What follows belongs to an exercise in optimizing a design on an open flow for small area; a production flow would make more cautious choices.
Only simulation tests tie the RTL to the original design; equivalence was not proved.
Power figures rest on the tool's default switching activity, not on a simulated workload.

// sector_reader
module sector_reader (
  input  wire        clk,
  input  wire        rst,
  input  wire        cmd_valid,
  input  wire [2:0]  cmd_op,
  input  wire [7:0]  cmd_c,
  input  wire [7:0]  cmd_h,
  input  wire [7:0]  cmd_r,
  input  wire [7:0]  cmd_n,
  input  wire        stop,
  input  wire        mfm,
  input  wire        skip,
  input  wire [7:0]  gap,
  input  wire [1:0]  scan_cond,
  input  wire [7:0]  scan_byte,
  input  wire        scan_over,
  input  wire        sink_ovr,
  input  wire        poll,
  input  wire        bit_in,
  input  wire        index,
  input  wire        phys_ok,
  output wire        busy,
  output reg         data_valid,
  output wire [7:0]  data_byte,
  output reg         done,
  output reg  [3:0]  done_code,
  output reg         wrong_am,
  output wire [7:0]  id_c,
  output wire [7:0]  id_h,
  output wire [7:0]  id_r,
  output wire [7:0]  id_n,
  output wire [15:0] id_crc,
  output wire [7:0]  err_bits,
  output wire        cmp_match
);
clock: 8.0 ns
lec_check: 0
cap_margin: 20
core_margin: 2
core_utilization: 50
place_density: 0.65
slew_margin: 20
buffer_ports_args: -buffer_cell sky130_fd_sc_hd__buf_1
cts_args: -sink_clustering_enable -repair_clock_nets -dont_use_dummy_load -buf_list sky130_fd_sc_hd__clkbuf_8 -sink_clustering_size 20 -sink_clustering_max_diameter 100
standard.sh (not shown) runs the stock make flow with config.mk's settings and CLKGATE_MAP_FILE= SYNTH_SCRIPT=/design/flow/synth_recipe.tcl, a recipe that flattens the netlist after the stock synthesis.
==> flow/flow/run.sh <==
#!/bin/bash
# Standard ORFS layout (the standard.sh, standard synthesis unchanged) with
# two layout choices: the port buffers are the smallest buffer cell, and clock
# tree synthesis uses smaller clock buffers without dummy loads.
set -euo pipefail
cat >> config.mk <<'EOC'
export BUFFER_PORTS_ARGS = -buffer_cell sky130_fd_sc_hd__buf_1
export CTS_ARGS = -sink_clustering_enable -repair_clock_nets -dont_use_dummy_load -buf_list sky130_fd_sc_hd__clkbuf_8 -sink_clustering_size 20 -sink_clustering_max_diameter 100
EOC
bash standard.sh finish > standard.log 2>&1
Edit:
--- a/flow/flow/run.sh
+++ b/flow/flow/run.sh
@@ -7,3 +7,3 @@
 export BUFFER_PORTS_ARGS = -buffer_cell sky130_fd_sc_hd__buf_1
-export CTS_ARGS = -sink_clustering_enable -repair_clock_nets -dont_use_dummy_load -buf_list sky130_fd_sc_hd__clkbuf_8 -sink_clustering_size 20 -sink_clustering_max_diameter 100
+export CTS_ARGS = -sink_clustering_enable -repair_clock_nets -dont_use_dummy_load -buf_list sky130_fd_sc_hd__clkbuf_8
 EOC
Settings changed: CORE_UTILIZATION 50 to 70, CTS_ARGS -sink_clustering_enable -repair_clock_nets -dont_use_dummy_load -buf_list sky130_fd_sc_hd__clkbuf_8 -sink_clustering_size 20 -sink_clustering_max_diameter 100 to -sink_clustering_enable -repair_clock_nets -dont_use_dummy_load -buf_list sky130_fd_sc_hd__clkbuf_8, GPL_ROUTABILITY_DRIVEN from default to 0, PLACE_DENSITY 0.65 to 0.85.
The new run ran to the end with no violations.
Setup slack degrades by 400 ps.
First-iteration DRC count rose by 35%.
Final area fell by 0.92%.
Routed wire length fell by 3.3%.
Total power rose by 0.52%.
Final cell count fell by 4.3%.
Non-clock buffer count fell by 2.
Clock power fell by about 2%.

---

job 4071:
sector_reader again, from the RTL that the note above started with.
clock: 8.0 ns
lec_check: 0
cap_margin: 0
core_margin: 2
core_utilization: 50
place_density: 0.65
slew_margin: 0
buffer_ports_args: -buffer_cell sky130_fd_sc_hd__buf_1
cts_args: -sink_clustering_enable -repair_clock_nets -dont_use_dummy_load -buf_list sky130_fd_sc_hd__clkbuf_8
==> flow/flow/run.sh <==
#!/bin/bash
# Standard ORFS layout (the standard.sh, standard synthesis unchanged) with
# two layout choices: the port buffers are the smallest buffer cell, and clock
# tree synthesis uses smaller clock buffers without dummy loads.
set -euo pipefail
cat >> config.mk <<'EOC'
export BUFFER_PORTS_ARGS = -buffer_cell sky130_fd_sc_hd__buf_1
export CTS_ARGS = -sink_clustering_enable -repair_clock_nets -dont_use_dummy_load -buf_list sky130_fd_sc_hd__clkbuf_8
EOC
bash standard.sh finish > standard.log 2>&1
diff inputs: job 4071 => job 4496
# job 4071
export LEC_CHECK = 0
export CAP_MARGIN = 0
export CORE_MARGIN = 2
export CORE_UTILIZATION = 50
export PLACE_DENSITY = 0.65
export SLEW_MARGIN = 0
export BUFFER_PORTS_ARGS = -buffer_cell sky130_fd_sc_hd__buf_1
export CTS_ARGS = -sink_clustering_enable -repair_clock_nets -dont_use_dummy_load -buf_list sky130_fd_sc_hd__clkbuf_8
create_clock -name core_clock -period 8.0 [get_ports {clk}]
# job 4496
export LEC_CHECK = 0
export CAP_MARGIN = 20
export CORE_MARGIN = 2
export CORE_UTILIZATION = 80
export PLACE_DENSITY = 0.92
export SLEW_MARGIN = 20
export BUFFER_PORTS_ARGS = -buffer_cell sky130_fd_sc_hd__buf_1
export CTS_ARGS = -sink_clustering_enable -repair_clock_nets -dont_use_dummy_load -buf_list sky130_fd_sc_hd__clkbuf_8
create_clock -name core_clock -period 8.0 [get_ports {clk}]
### Flow results
- Job 4496 vs. job 4071: cell area dropped 60 um^2; proportion of total power due to net switching climbed 1.1 points; wire length on met1 dropped 23%; number of cells in the design after placement dropped 4.9%; height of the die dropped 20%.
- From job 4071 to job 4496, number of sequential storage elements did not move at all.
- Synthesized cell count came out exactly the same in job 4496 and job 4071.
- Relative to job 4071, power increased by about 2% in job 4496.
- Detailed-route vias per instance | job 4496 above job 4071
- Routed wire length on job 4496 is behind job 4071.
- From job 4496 to job 4071, post-synthesis compound-gate area fraction did not move at all.
--- input diff job 4496..job 7488 ---
# job 4496
export LEC_CHECK = 0
export CAP_MARGIN = 20
export CORE_MARGIN = 2
export CORE_UTILIZATION = 80
export PLACE_DENSITY = 0.92
export SLEW_MARGIN = 20
export BUFFER_PORTS_ARGS = -buffer_cell sky130_fd_sc_hd__buf_1
export CTS_ARGS = -sink_clustering_enable -repair_clock_nets -dont_use_dummy_load -buf_list sky130_fd_sc_hd__clkbuf_8
create_clock -name core_clock -period 8.0 [get_ports {clk}]
# job 7488
export LEC_CHECK = 0
export CAP_MARGIN = 20
export CORE_MARGIN = 2
export CORE_UTILIZATION = 50
export PLACE_DENSITY = 0.65
export SLEW_MARGIN = 20
export BUFFER_PORTS_ARGS = -buffer_cell sky130_fd_sc_hd__buf_1
export CTS_ARGS = -sink_clustering_enable -repair_clock_nets -dont_use_dummy_load -buf_list sky130_fd_sc_hd__clkbuf_8
create_clock -name core_clock -period 8.0 [get_ports {clk}]
## What came out
In the reports for job 7488 and job 4496, the larger routed length on met1 belongs to job 7488.
On placeable core region, the lower figure sits with job 4496, not job 7488.
From job 4496 to job 7488 the numbers moved as follows: final area higher, sequential share of layout area lower.
In the tables for job 7488 and job 4496, DRC marker count from the first detailed-route iteration reads higher with job 4496.
#### Input delta (job 4233 over job 7488)
# job 7488
export LEC_CHECK = 0
export CAP_MARGIN = 20
export CORE_MARGIN = 2
export CORE_UTILIZATION = 50
export PLACE_DENSITY = 0.65
export SLEW_MARGIN = 20
export BUFFER_PORTS_ARGS = -buffer_cell sky130_fd_sc_hd__buf_1
export CTS_ARGS = -sink_clustering_enable -repair_clock_nets -dont_use_dummy_load -buf_list sky130_fd_sc_hd__clkbuf_8
create_clock -name core_clock -period 8.0 [get_ports {clk}]
# job 4233
export LEC_CHECK = 0
export CAP_MARGIN = 20
export CORE_MARGIN = 2
export CORE_UTILIZATION = 50
export PLACE_DENSITY = 0.65
export SLEW_MARGIN = 20
export BUFFER_PORTS_ARGS = -buffer_cell sky130_fd_sc_hd__buf_1
export GPL_KEEP_OVERFLOW = 0
export CTS_ARGS = -sink_clustering_enable -repair_clock_nets -dont_use_dummy_load -buf_list sky130_fd_sc_hd__clkbuf_8
create_clock -name core_clock -period 8.0 [get_ports {clk}]
--- a/flow/flow/run.sh
+++ b/flow/flow/run.sh
@@ -7,2 +7,3 @@
 export BUFFER_PORTS_ARGS = -buffer_cell sky130_fd_sc_hd__buf_1
+export GPL_KEEP_OVERFLOW = 0
 export CTS_ARGS = -sink_clustering_enable -repair_clock_nets -dont_use_dummy_load -buf_list sky130_fd_sc_hd__clkbuf_8
==> results.txt <==
Compared to job 7488, job 4233 has power share of the clock group 0.2 points higher. Number of buffers created by CTS of job 7488 is on par with job 4233. Looking at last element of the critical path, the crc[8]$_DFF_P_ result is from job 4233; the crc[11]$_DFF_P_ one comes from job 7488. Of job 7488 and job 4233, the higher routed length on met1 belongs to job 4233.

## port drivers added, routing unchanged
No port has a modelled driver above. Below, the same layouts with a new extraction and two added sets of constraints.
Step 1 (the two cells are an assumption about what drives the block):
set clk [get_ports {clk}]
set_driving_cell -lib_cell sky130_fd_sc_hd__clkbuf_16 $clk
set_driving_cell -lib_cell sky130_fd_sc_hd__buf_2 [delete_from_list [all_inputs] $clk]
Step 2 also shifts input and output timing later by t, the mid clock arrival at the registers, as if the neighbouring blocks saw the same clock.
Three values: ideal, step 1, step 2; two values: the first two.
run	t, ns	setup WS [ns]	worst setup path after step 2
the first run of note 1	0.407	3.824 / 3.840 / 3.433	input to register
the second run of note 1	0.389	3.427 / 3.438 / 3.050	input to register
job 4071	0.407	3.824 / 3.840 / 3.433	input to register
job 4496	0.391	3.803 / 3.811 / 3.420	input to register
job 7488	0.407	3.824 / 3.840 / 3.433	input to register
job 4233	0.416	3.629 / 3.642 / 3.226	input to register
After both steps every run listed still meets setup and hold. The setup slack of job 4233, which loses most, moves by +0.013 ns with the drivers and by -0.403 ns with both steps.
